Background: an optimization exercise with open tools, aiming at small area, a short achievable clock period and few clock cycles per item. Do not read the settings as production practice. The RTL was checked by simulation tests, not by an equivalence proof against the original design. No activity file was given, so power comes from the tool's default toggle rates.

==> sierra: inputs <==
Design biquad_chain, start of the top module:
module biquad_chain (
    input  wire        clk,
    input  wire        rst,
    input  wire        cfg_we,
    input  wire [3:0]  cfg_addr,
    input  wire [17:0] cfg_data,
    input  wire        in_valid,
    output wire        in_ready,
    input  wire [15:0] in_l,
    input  wire [15:0] in_r,
    output wire        out_valid,
    input  wire        out_ready,
    output wire [15:0] out_l,
    output wire [15:0] out_r
);
    wire signed [17:0] coef [0:15];
    genvar gi;
    generate
        for (gi = 0; gi < 16; gi = gi + 1) begin : g_coef
            localparam [17:0] RESET_VAL = ((gi % 5 == 0) || (gi == 15)) ? 18'd16384 : 18'd0;
            reg [17:0] r;
            always @(posedge clk) begin
                if (rst)
                    r <= RESET_VAL;
                else if (cfg_we && cfg_addr == gi)
                    r <= cfg_data;
            end
            assign coef[gi] = r;
        end
    endgenerate
    reg v0, v1, v2, v3, v4, v5, v6;
    reg sk_v, ir;       
    reg [15:0] sk_l, sk_r;
    wire adv = !v6 || out_ready;
    wire take = in_valid && !sk_v;
    assign in_ready  = ir;
    assign out_valid = v6;
    always @(posedge clk) begin
        if (rst) begin
            v0 <= 1'b0;
            v1 <= 1'b0;
            v2 <= 1'b0;
            v3 <= 1'b0;
            v4 <= 1'b0;
            v5 <= 1'b0;
            v6 <= 1'b0;
            sk_v <= 1'b0;
            ir   <= 1'b1;
        end else begin
            if (adv) begin
  ...
clock: 22.0 ns
lec_check: 0
abc_area: 1
cap_margin: 20
core_margin: 2
core_utilization: 50
slew_margin: 20
synth_hierarchical: 1
standard.sh (not shown) runs the stock make flow with config.mk's settings and CLKGATE_MAP_FILE= SYNTH_SCRIPT=/design/flow/synth_recipe.tcl, a recipe that flattens the netlist after the stock synthesis.
==> flow/flow/run.sh <==
#!/bin/bash
# The standard layout (standard.sh, unchanged synthesis), with ORFS's
# timing repair after CTS and global routing aiming for 15.5 ns of setup slack
# at the design's 22 ns clock, i.e. paths of at most about 6.5 ns. The clock
# period and the constraints are the design's own.
set -euo pipefail
bash standard.sh SETUP_SLACK_MARGIN=15.5 finish > standard_flow.log 2>&1
==> amber: changes against sierra <==
==> flow/flow/run.sh (replaced) <==
#!/bin/bash
# The standard layout (standard.sh, unchanged synthesis), with ORFS's
# timing repair after CTS and global routing aiming for 15 ns of setup slack
# at the design's 22 ns clock, i.e. paths of at most about 7 ns. The clock
# period and the constraints are the design's own.
set -euo pipefail
bash standard.sh SETUP_SLACK_MARGIN=15 finish > standard_flow.log 2>&1
Settings changed: CORE_UTILIZATION 50 to 40.
==> comparison table <==
Launch instance of the worst register-to-register path: amber g_coef[1].r[1]$_SDFFE_PP0P_; sierra bxs1[12]$_DFFE_PN_
Comb power: amber 22.4 mW; sierra 25.9 mW
Period Utilization, post-route: amber 31.5%; sierra 31.1%
Worst reg2reg endpoint: amber u_bq0.z1s[18]$_SDFFE_PP0P_; sierra u_bq1.z1s[20]$_SDFFE_PP0P_
End point of the critical path: amber u_bq0.z1s[18]$_SDFFE_PP0P_; sierra u_bq1.z1s[20]$_SDFFE_PP0P_
Tap cell instance count: amber 5265; sierra 4305
Internal reg-to-reg setup slack: amber 15080 ps; sierra 15170 ps
Fraction of area in multi-input gates: amber 72.2%; sierra 71.7%
Detailed-route via count: amber 138000; sierra 142000
Initial antenna violation count: amber 34; sierra 32
Fraction of power consumed by the clock network: amber 9.0%; sierra 7.9%
Wire length of the first global-routing pass: amber 874000 um; sierra 892000 um
Buffering stage count on the worst path with inverters included: amber 1; sierra 2
Hold Path Sink: amber m4[1]$_DFFE_PN_; sierra m4[3]$_DFFE_PN_
Number of clock-tree buffers in the layout: amber 203; sierra 185
Number of antenna cells inserted: amber 11; sierra 51
Layout Utilization: amber 43.9%; sierra 56.8%
Routed wire length on met2: amber 261000 um; sierra 264000 um
Leak: amber 77.4 nW; sierra 80.3 nW
PwrDens: amber 160 nW/um2; sierra 173 nW/um2
Power share of the combinational group: amber 80.1%; sierra 82.5%
Worst path max stage delay: amber 760 ps; sierra 620 ps
Result of the run: amber finished clean; sierra complete, but fails checks
Reasons for failing layout checks: amber -; sierra antenna violations
Flop pwr share: amber 10.9%; sierra 9.6%
Testbench counts of sierra, summed over its fixed seeds: cycles 16,496, items 16,384.
Testbench counts of amber, summed over its fixed seeds: cycles 16,496, items 16,384.

-- port drivers added, routing unchanged --
The flow's constraints put no driver on any port. The routed layouts listed below were extracted and timed again, unchanged, in two steps.
Step 1, drivers: a clkbuf_16 drives clk and a buf_2 each remaining input, both assumed.
Step 2 also shifts input and output timing later by t, the mid clock arrival at the registers, as if the neighbouring blocks saw the same clock.
Slacks: ideal ports / drivers / drivers and shift; pairs: ideal ports / drivers.
run	t (ns)	setup slack, ns	worst register clock-pin slew, ns
sierra	0.965	15.168 / 15.168 / 14.785	0.07 / 0.07
amber	1.014	15.081 / 15.081 / 14.237	0.07 / 0.07
For amber, which loses most, drivers alone change the setup slack by 0.000 ns; drivers and shift together by -0.844 ns.
